What follows belongs to an exercise in optimizing a design on an open flow for a short achievable clock period and few clock cycles; a production flow would make more cautious choices. Function was checked by simulation only, so behaviour that the tests miss may differ from the original.

==> inputs of trial 8 <==
==> flow/design.v <==
module cm3_engine (
    input  wire        clk,
    input  wire        rst,           
    input  wire        start,         
    input  wire        bound_en,      
    input  wire [15:0] max_steps,     
    output wire        done,          
    output wire        halt_reason,   
    output wire [16:0] pc_out,
    output wire [14:0] executed,
    input  wire [4:0]  reg_sel,
    output wire [31:0] reg_rdata,
    output wire        mem_re,
    output wire        mem_we,
    output wire [15:0] mem_addr,
    output wire [7:0]  mem_wdata,
    input  wire [7:0]  mem_rdata
);
    localparam OP_LOAD  = 6'h06;
    localparam OP_READ  = 6'h16;
    localparam OP_WRITE = 6'h1A;
    localparam OP_POW   = 6'h2A;
    localparam NS = 5;           
    localparam N  = 3 * NS;      
    reg        running;          
    reg        first;            
    reg        done_r;           
    reg        end_f;            
    reg        bnd_f;            
    reg [16:0] pc;               
    reg [15:0] steps;
    reg [14:0] exec_cnt;
    reg [31:0] x [0:31];
    reg [8*N-1:0] wb;            
    reg [N-1:0]   wv;            
    reg [2:0]  ph;               
    reg        bre, bwe;
    reg [15:0] baddr;
    reg [7:0]  bwdata;
    reg [N-1:0] tb_oh, ta_oh;
    reg [7:0]  pe;               
    reg [7:0]  pb;               
    reg [31:0] acc;
    reg [4:0]  pcnt;
    reg        aok_r;            
    reg        ploop;            
    reg [31:0] pres;             
    integer i;
    wire [N-1:0]   ev = wv;
    wire [8*N-1:0] eb = wb;
    reg [NS-1:0] st, hf, kn, pw;
    reg [N-1:0]  need, cand;
    reg [5:0]    opk;
    always @(*) begin
        for (i = 0; i < NS; i = i + 1) begin
            opk   = eb[24*i +: 6];
            kn[i] = (opk == OP_LOAD) || (opk == OP_READ) ||
                    (opk == OP_WRITE) || (opk == OP_POW);
            pw[i] = (opk == OP_POW);
        end
        st = {NS{1'b0}};
        hf = {NS{1'b0}};
        st[0] = 1'b1;
        for (i = 1; i < NS; i = i + 1) begin
            st[i] = (st[i-1] & ev[3*(i-1)] & ~pw[i-1]) |
                    ((i >= 2) ? (st[i-2] & ev[3*(i-2)] & pw[i-2]) : 1'b0);
            hf[i] = st[i-1] & ev[3*(i-1)] & pw[i-1];
        end
        for (i = 0; i < NS; i = i + 1) begin
            need[3*i]   = 1'b1;
            need[3*i+1] = (st[i] & ev[3*i] & kn[i]) | hf[i];
            need[3*i+2] = (st[i] & ev[3*i] & kn[i]) |
                          (hf[i] & ev[3*i+1] & (eb[8*(3*i+1) +: 8] == 8'd0));
        end
        cand = need & ~ev & ~ta_oh & ~tb_oh;
    end
    reg         f_any;
    reg [4:0]   f_idx;
    reg [N-1:0] f_oh;
    always @(*) begin
        f_any = 1'b0;
        f_idx = 5'd0;
        f_oh  = {N{1'b0}};
        for (i = N - 1; i >= 0; i = i - 1)
            if (cand[i]) begin
                f_any = 1'b1;
                f_idx = i;
                f_oh  = {N{1'b0}};
                f_oh[i] = 1'b1;
            end
    end
    wire [47:0] w  = eb[47:0];
    wire [5:0]  op = w[5:0];
    wire h_known = kn[0];
    wire h_rdy3  = ev[0] & ev[1] & ev[2];
    wire h_rdyp  = ev[0] & ev[1] & ev[2] & ev[3] & ev[4] & (ev[5] | (w[39:32] != 8'd0));
    wire [12:0] ld_const = w[18:6];
    wire [4:0]  ld_rd    = w[23:19];
    wire [4:0]  rd_rd    = w[10:6];
    wire [7:0]  rd_off   = w[18:11];
    wire [4:0]  rd_ar    = w[23:19];
    wire [4:0]  wr_vr    = w[10:6];
    wire [4:0]  wr_ar    = w[15:11];
    wire [7:0]  wr_off   = w[23:16];
    wire [4:0]  pw_re    = w[10:6];
    wire [4:0]  pw_rd    = w[15:11];
    wire [25:0] pw_addr  = w[41:16];
    wire        base_ok  = (pw_addr[25:16] == 10'd0);
    wire [4:0]  a_sel  = (op == OP_READ) ? rd_ar : wr_ar;
    wire [31:0] a_val  = x[a_sel];
    wire [31:0] v_val  = x[w[10:6]];           
    wire [7:0]  a_off  = (op == OP_READ) ? rd_off : wr_off;
    wire [16:0] a_sum  = {1'b0, a_val[15:0]} + {9'd0, a_off};
    wire        a_ok   = (a_val[31:16] == 16'd0) && !a_sum[16];
    wire        e_ok   = (v_val[31:16] == 16'd0);
    reg [4:0] emax;
    always @(*) begin
        if      (mem_rdata >= 8'd85) emax = 5'd4;
        else if (mem_rdata >= 8'd41) emax = 5'd5;
        else if (mem_rdata >= 8'd24) emax = 5'd6;
        else if (mem_rdata >= 8'd16) emax = 5'd7;
        else if (mem_rdata >= 8'd12) emax = 5'd8;
        else if (mem_rdata >= 8'd10) emax = 5'd9;
        else if (mem_rdata >= 8'd8)  emax = 5'd10;
        else if (mem_rdata == 8'd7)  emax = 5'd11;
        else if (mem_rdata == 8'd6)  emax = 5'd12;
        else if (mem_rdata == 8'd5)  emax = 5'd13;
        else if (mem_rdata == 8'd4)  emax = 5'd15;
        else if (mem_rdata == 8'd3)  emax = 5'd20;
        else                         emax = 5'd31;
    end
    wire [31:0] prod = acc * pb;
    wire halt_cond = end_f | bnd_f;
    wire active    = running & ~halt_cond;
    reg        rf_we;
    reg [4:0]  rf_wa;
    reg [31:0] rf_wd;
    reg [2:0]  sh;               
    reg        rt_exec;          
    reg [2:0]  ph_n;
    reg        d_re, d_we;       
    reg [15:0] d_addr;
    reg [7:0]  d_wdata;
    reg        snoop;
    reg        pe_ld, loop_ld;
    reg        d_bus;            
    reg        ok_ld, ok_d;
    always @(*) begin
        rf_we = 1'b0; rf_wa = 5'd0; rf_wd = 32'd0;
        sh = 3'd0; rt_exec = 1'b0; ph_n = ph;
        d_re = 1'b0; d_we = 1'b0; d_addr = 16'd0; d_wdata = 8'd0;
        snoop = 1'b0; pe_ld = 1'b0; loop_ld = 1'b0;
        d_bus = 1'b0; ok_ld = 1'b0; ok_d = 1'b0;
        if (active) begin
            case (ph)
                3'd0: if (ev[0]) begin
                    if (!h_known) begin
                        sh = 3'd3;
                    end else if (op == OP_LOAD) begin
                        if (h_rdy3) begin
                            rf_we = 1'b1; rf_wa = ld_rd; rf_wd = {19'd0, ld_const};
                            sh = 3'd3; rt_exec = 1'b1;
                        end
                    end else if (op == OP_READ || op == OP_WRITE) begin
                        if (h_rdy3) begin
                            d_bus = 1'b1;
                            d_re = (op == OP_READ) & a_ok;
                            d_we = (op == OP_WRITE) & a_ok;
                            d_addr = a_sum[15:0];
                            d_wdata = v_val[7:0];
                            ok_ld = 1'b1; ok_d = a_ok;
                            ph_n = 3'd1;
                        end
                    end else begin  
                        if (h_rdyp) begin
                            d_bus = 1'b1;
                            d_re = e_ok; d_addr = v_val[15:0];
                            ok_ld = 1'b1; ok_d = e_ok;
                            ph_n = 3'd1;
                        end
                    end
                end
                3'd1: begin
                    if (op == OP_READ) begin
                        if (!aok_r) begin
                            sh = 3'd3; rt_exec = 1'b1; ph_n = 3'd0;
                        end else
                            ph_n = 3'd2;
                    end else if (op == OP_WRITE) begin
                        snoop = bwe;
                        sh = 3'd3; rt_exec = 1'b1; ph_n = 3'd0;
                    end else begin  
                        if (!aok_r) begin
                            rf_we = 1'b1; rf_wa = pw_rd; rf_wd = 32'd1;
                            sh = 3'd6; rt_exec = 1'b1; ph_n = 3'd0;
                        end else begin
                            if (base_ok) begin
                                d_bus = 1'b1; d_re = 1'b1; d_addr = pw_addr[15:0];
                            end
                            ph_n = 3'd2;
                        end
                    end
                end
                3'd2: begin
                    if (op == OP_READ) begin
                        rf_we = 1'b1; rf_wa = rd_rd; rf_wd = {24'd0, mem_rdata};
                        sh = 3'd3; rt_exec = 1'b1; ph_n = 3'd0;
                    end else begin  
                        if (mem_rdata == 8'd0) begin
                            rf_we = 1'b1; rf_wa = pw_rd; rf_wd = 32'd1;
                            sh = 3'd6; rt_exec = 1'b1; ph_n = 3'd0;
                        end else if (!base_ok) begin
                            rf_we = 1'b1; rf_wa = pw_rd; rf_wd = 32'd0;
                            sh = 3'd6; rt_exec = 1'b1; ph_n = 3'd0;
                        end else begin
                            pe_ld = 1'b1; ph_n = 3'd3;
                        end
                    end
                end
                3'd3: begin  
                    if (mem_rdata == 8'd0 || mem_rdata == 8'd1) begin
                        rf_we = 1'b1; rf_wa = pw_rd; rf_wd = {31'd0, mem_rdata[0]};
                        sh = 3'd6; rt_exec = 1'b1; ph_n = 3'd0;
                    end else begin
                        loop_ld = 1'b1; ph_n = 3'd4;
                    end
                end
                default: begin  
                    if (!ploop) begin
                        rf_we = 1'b1; rf_wa = pw_rd; rf_wd = pres;
                        sh = 3'd6; rt_exec = 1'b1; ph_n = 3'd0;
                    end else if (pcnt == 5'd1) begin
                        rf_we = 1'b1; rf_wa = pw_rd; rf_wd = prod;
                        sh = 3'd6; rt_exec = 1'b1; ph_n = 3'd0;
                    end
                end
            endcase
        end
    end
    wire        f_go   = active && !d_bus && f_any;
    wire [16:0] f_addr = pc + {12'd0, f_idx};
    wire [16:0] sn_d   = {1'b0, baddr} - pc;
    wire        sn_hit = snoop && (sn_d >= 17'd3) && (sn_d < N);
    wire [4:0]  sn_i   = sn_d[4:0] - 5'd3;    
    wire done_w = done_r | (running & halt_cond & ~first);
    wire accept = start & (~running | done_w);    
    assign done        = done_w;
    assign halt_reason = ~end_f;
    assign pc_out      = pc;
    assign executed    = exec_cnt;
    reg [31:0] rb_or;
    always @(*) begin
        rb_or = 32'd0;
        for (i = 0; i < 32; i = i + 1)
            rb_or = rb_or | (x[i] & {32{reg_sel == i}});
    end
    assign reg_rdata   = rb_or;
    assign mem_re      = (bre & ~done_w) | accept;
    assign mem_we      = bwe & ~done_w;
    assign mem_addr    = baddr;
    assign mem_wdata   = bwdata;
    reg [8*N-1:0] wb_n;
    reg [N-1:0]   wv_n;
    reg [N-1:0]   ta_sh;
    reg [N-1:0]   bz_n;
    reg [N+5:0]   bz_c;          
    wire [16:0] pc_n    = pc + {14'd0, sh};
    wire [15:0] steps_n = steps + 16'd1;
    wire        end_n   = (sh == 3'd6) ? (pc >= 17'd65528) : (pc >= 17'd65531);
    wire        bnd_n   = bound_en && (steps_n >= max_steps);
    wire        halt_n  = end_n | bnd_n;
    always @(*) begin
        case (sh)
            3'd3:    begin wb_n = wb >> 24; wv_n = wv >> 3; end
            3'd6:    begin wb_n = wb >> 48; wv_n = wv >> 6; end
            default: begin wb_n = wb;       wv_n = wv;      end
        endcase
        case (sh)
            3'd3:    ta_sh = ta_oh >> 3;
            3'd6:    ta_sh = ta_oh >> 6;
            default: ta_sh = ta_oh;
        endcase
        for (i = 0; i < N + 6; i = i + 1)
            bz_c[i] = (pc >= 17'd65536 - i);
        case (sh)
            3'd3:    bz_n = bz_c[N+2:3];
            3'd6:    bz_n = bz_c[N+5:6];
            default: bz_n = bz_c[N-1:0];
        endcase
        for (i = 0; i < N; i = i + 1) begin
            if (bz_n[i]) begin
                wb_n[8*i +: 8] = 8'd0;
                wv_n[i] = 1'b1;
            end
            if (ta_sh[i]) begin
                wb_n[8*i +: 8] = mem_rdata;
                wv_n[i] = 1'b1;
            end
            if (sn_hit && sn_i == i) begin
                wb_n[8*i +: 8] = bwdata;
                wv_n[i] = 1'b1;
            end
        end
    end
    always @(posedge clk) begin
        if (rst) begin
            running <= 1'b0;
            first   <= 1'b0;
            done_r  <= 1'b0;
            end_f   <= 1'b0;
            bnd_f   <= 1'b0;
            pc      <= 17'd0;
            steps   <= 16'd0;
            exec_cnt <= 15'd0;
            bre     <= 1'b0;
            bwe     <= 1'b0;
            baddr   <= 16'd0;
            bwdata  <= 8'd0;
            tb_oh   <= {N{1'b0}};
            ta_oh   <= {N{1'b0}};
            ph      <= 3'd0;
            wv      <= {N{1'b0}};
        end else if (accept || !running) begin
            if (accept) begin
                running  <= 1'b1;
                first    <= 1'b1;
                done_r   <= 1'b0;
                end_f    <= 1'b0;
                bnd_f    <= bound_en && (max_steps == 16'd0);
                pc       <= 17'd0;
                steps    <= 16'd0;
                exec_cnt <= 15'd0;
                ph       <= 3'd0;
                wv       <= {N{1'b0}};
                ta_oh    <= {{(N-1){1'b0}}, 1'b1};
                tb_oh    <= {{(N-4){1'b0}}, 4'b1000};
                bre      <= 1'b1; bwe <= 1'b0;
                baddr    <= 16'd3;
                for (i = 0; i < 32; i = i + 1)
                    x[i] <= 32'd0;
            end
        end else if (halt_cond) begin
            running <= 1'b0;
            first   <= 1'b0;
            done_r  <= 1'b1;
            bre     <= 1'b0;
            bwe     <= 1'b0;
            baddr   <= 16'd0;
            tb_oh   <= {N{1'b0}};
            ta_oh   <= {N{1'b0}};
        end else begin
            first <= 1'b0;
            ph    <= ph_n;
            if (rf_we)
                x[rf_wa] <= rf_wd;
            if (sh != 3'd0) begin
                pc    <= pc_n;
                steps <= steps_n;
                end_f <= end_n;
                bnd_f <= bnd_n;
                if (rt_exec)
                    exec_cnt <= exec_cnt + 15'd1;
            end
            wb <= wb_n;
            wv <= wv_n;
            case (sh)
                3'd3:    ta_oh <= tb_oh >> 3;
                3'd6:    ta_oh <= tb_oh >> 6;
                default: ta_oh <= tb_oh;
            endcase
            if (d_bus) begin
                bre    <= d_re;
                bwe    <= d_we;
                baddr  <= d_addr;
                bwdata <= d_wdata;
                tb_oh  <= {N{1'b0}};
            end else if (f_go) begin
                bre    <= 1'b1;
                bwe    <= 1'b0;
                baddr  <= f_addr[15:0];
                case (sh)
                    3'd3:    tb_oh <= f_oh >> 3;
                    3'd6:    tb_oh <= f_oh >> 6;
                    default: tb_oh <= f_oh;
                endcase
            end else begin
                bre    <= 1'b0;
                bwe    <= 1'b0;
                tb_oh  <= {N{1'b0}};
            end
            if (sh != 3'd0 && halt_n) begin
                bre    <= 1'b0;
                bwe    <= 1'b0;
                baddr  <= 16'd0;
                tb_oh  <= {N{1'b0}};
            end
            if (pe_ld)
                pe <= mem_rdata;
            if (ok_ld)
                aok_r <= ok_d;
            if (loop_ld) begin
                acc   <= {24'd0, mem_rdata};
                pb    <= mem_rdata;
                pcnt  <= pe[4:0] - 5'd1;
                ploop <= (pe != 8'd1) && (pe <= {3'd0, emax});
                pres  <= (pe == 8'd1) ? {24'd0, mem_rdata} : 32'hFFFF_FFFF;
            end else if (ph == 3'd4) begin
                acc  <= prod;
                pcnt <= pcnt - 5'd1;
            end
        end
    end
endmodule
==> flow/run.sh <==
#!/bin/bash
# synth_recipe.tcl (not shown) runs the flow's synth.tcl, then flattens the netlist and writes it again
# the make line also repeats each setting of config.mk as NAME=value (left out here)
make -C /OpenROAD-flow-scripts/flow DESIGN_CONFIG=/design/flow/config.mk WORK_HOME=/design/flow/orfs CLKGATE_MAP_FILE= SYNTH_SCRIPT=/design/flow/synth_recipe.tcl finish
==> flow/config.mk <==
export PLATFORM = sky130hd
export DESIGN_NAME = cm3_engine
export DESIGN_NICKNAME = cm3_engine
export VERILOG_FILES = /design/flow/design.v
export SDC_FILE = /design/flow/constraint.sdc
export NUM_CORES = 4
export LEC_CHECK = 0
export ABC_CLOCK_PERIOD_IN_PS = 5000
export CAP_MARGIN = 20
export CORE_MARGIN = 2
export CORE_UTILIZATION = 40
export SETUP_SLACK_MARGIN = 5
export SLEW_MARGIN = 20
==> flow/constraint.sdc <==
create_clock -name core_clock -period 12.0 [get_ports {clk}]
set_input_delay 2.4000 -clock core_clock [delete_from_list [all_inputs] [get_ports {clk}]]
set_output_delay 2.4000 -clock core_clock [all_outputs]
set_load 0.01 [all_outputs]
==> build 7 (differences from trial 8) <==
--- a/flow/design.v
+++ b/flow/design.v
@@ -21,5 +21,5 @@
     localparam OP_WRITE = 6'h1A;
     localparam OP_POW   = 6'h2A;
-    localparam NS = 5;           
+    localparam NS = 8;           
     localparam N  = 3 * NS;      
     reg        running;          
@@ -114,4 +114,8 @@
     wire        a_ok   = (a_val[31:16] == 16'd0) && !a_sum[16];
     wire        e_ok   = (v_val[31:16] == 16'd0);
+    wire        e_z    = (v_val[15:0] == 16'd0);    
+    reg  [7:0]  m0;              
+    reg         ez_r;            
+    wire [7:0]  e_in   = ez_r ? m0 : mem_rdata;
     reg [4:0] emax;
     always @(*) begin
@@ -174,6 +178,6 @@
                     end else begin  
                         if (h_rdyp) begin
-                            d_bus = 1'b1;
-                            d_re = e_ok; d_addr = v_val[15:0];
+                            d_bus = e_ok & ~e_z;
+                            d_re = e_ok & ~e_z; d_addr = v_val[15:0];
                             ok_ld = 1'b1; ok_d = e_ok;
                             ph_n = 3'd1;
@@ -207,18 +211,10 @@
                         sh = 3'd3; rt_exec = 1'b1; ph_n = 3'd0;
                     end else begin  
-                        if (mem_rdata == 8'd0) begin
-                            rf_we = 1'b1; rf_wa = pw_rd; rf_wd = 32'd1;
-                            sh = 3'd6; rt_exec = 1'b1; ph_n = 3'd0;
-                        end else if (!base_ok) begin
-                            rf_we = 1'b1; rf_wa = pw_rd; rf_wd = 32'd0;
-                            sh = 3'd6; rt_exec = 1'b1; ph_n = 3'd0;
-                        end else begin
-                            pe_ld = 1'b1; ph_n = 3'd3;
-                        end
+                        pe_ld = 1'b1; ph_n = 3'd3;
                     end
                 end
                 3'd3: begin  
-                    if (mem_rdata == 8'd0 || mem_rdata == 8'd1) begin
-                        rf_we = 1'b1; rf_wa = pw_rd; rf_wd = {31'd0, mem_rdata[0]};
+                    if (pe == 8'd0 || !base_ok) begin
+                        rf_we = 1'b1; rf_wa = pw_rd; rf_wd = {31'd0, (pe == 8'd0)};
                         sh = 3'd6; rt_exec = 1'b1; ph_n = 3'd0;
                     end else begin
@@ -230,6 +226,6 @@
                         rf_we = 1'b1; rf_wa = pw_rd; rf_wd = pres;
                         sh = 3'd6; rt_exec = 1'b1; ph_n = 3'd0;
-                    end else if (pcnt == 5'd1) begin
-                        rf_we = 1'b1; rf_wa = pw_rd; rf_wd = prod;
+                    end else if (pcnt == 5'd0) begin
+                        rf_we = 1'b1; rf_wa = pw_rd; rf_wd = acc;
                         sh = 3'd6; rt_exec = 1'b1; ph_n = 3'd0;
                     end
@@ -396,5 +392,11 @@
             end
             if (pe_ld)
-                pe <= mem_rdata;
+                pe <= e_in;
+            if (ok_ld)
+                ez_r <= e_z;
+            if (first)
+                m0 <= mem_rdata;
+            else if (snoop && baddr == 16'd0)
+                m0 <= bwdata;
             if (ok_ld)
                 aok_r <= ok_d;
@@ -403,6 +405,9 @@
                 pb    <= mem_rdata;
                 pcnt  <= pe[4:0] - 5'd1;
-                ploop <= (pe != 8'd1) && (pe <= {3'd0, emax});
-                pres  <= (pe == 8'd1) ? {24'd0, mem_rdata} : 32'hFFFF_FFFF;
+                ploop <= (mem_rdata > 8'd1) && (pe != 8'd1) && (pe <= {3'd0, emax});
+                if (mem_rdata == 8'd0 || mem_rdata == 8'd1 || pe == 8'd1)
+                    pres <= {24'd0, mem_rdata};
+                else
+                    pres <= 32'hFFFF_FFFF;
             end else if (ph == 3'd4) begin
                 acc  <= prod;
==> flow/flow/run.sh (new file) <==
#!/bin/bash
set -euo pipefail
bash standard.sh SETUP_SLACK_MARGIN=6 finish > standard_flow.log 2>&1
==> flow/standard.sh (new file) <==
#!/bin/bash
# synth_recipe.tcl (not shown) runs the flow's synth.tcl, then flattens the netlist and writes it again
# the make line also repeats each setting of config.mk as NAME=value (left out here)
make -C /OpenROAD-flow-scripts/flow DESIGN_CONFIG=/design/flow/config.mk WORK_HOME=/design/flow/orfs CLKGATE_MAP_FILE= SYNTH_SCRIPT=/design/flow/synth_recipe.tcl "${@:-finish}"
removed: flow/run.sh
==> qor.txt <==
status: timing/DRC/antenna clean
f_max: 0.145 GHz
skew final: 0.0616 ns
EDFF count, synth: 1289
initial DRC count: 15300
GP Congestion: 1.04
met2 wire len: 200000 microns
Syn Area/Cell: 9.82 sq um
grt met1 use: 0.531
DP Worst Slack: 3.48 ns
Leading cell kind: multi-input combinational cells
met3 Use GR: 0.155
count of non-CTS inverters in the layout: 224
fin nets: 9187
DRT Pass-1 Iters: 13
Crit. End Element: primary output
Post-Synth Simple-Gate Area: 0.195
the above is filed under build 7

==> qor.txt <==
skew final: 0.0664 ns
Largest regs: x x1024, wb x120, acc x32
relative slew slack: 0.0963
Leading cell kind: registers
grt met1 use: 0.533
met3 Use GR: 0.181
f_max: 0.141 GHz
Post-Synth Simple-Gate Area: 0.191
top-count cell post-synth: nor2_1
DRT Pass-1 Iters: 8
DP Worst Slack: 3.25 ns
EDFF count, synth: 1208
status: timing/DRC/antenna clean
GP Congestion: 1.05
fin nets: 8119
Worst-path clk slew: 0.06 ns
Crit. End Element: register
placed cell areas: 0.0839 sq mm
the above is filed under trial 8

Testbench counts of trial 8, summed over its fixed seeds: cycles 46,167.
Testbench counts of build 7, summed over its fixed seeds: cycles 44,347.

[port drivers added, routing unchanged]
Ports are ideal in the flow. The routed layouts listed here were re-timed in OpenROAD.
Step 1: set_driving_cell puts a clkbuf_16 on clk and a buf_2 on each other input, an assumption about the parent block.
Step 2 adds t to the input delays and takes it off the output delays; t is the mean of the earliest and latest rising clock arrival at the registers after step 1. Input paths then give back, and output paths get back, about the clock's delay inside the block.
Slacks: no drivers / after step 1 / after step 2; pairs: no drivers / after step 1.
run	t (ns)	setup slack, ns	worst setup path at the end	worst data-port slew with drivers (ns)	pins driven straight from the clock port
trial 8	0.954	4.886 / 4.878 / 4.003	input to register	0.15	1
build 7	0.932	5.118 / 5.037 / 5.037	input to output	0.08	1
After both steps every run listed still meets setup and hold. The setup slack of trial 8, which loses most, moves by -0.008 ns with the drivers and by -0.883 ns with both steps.
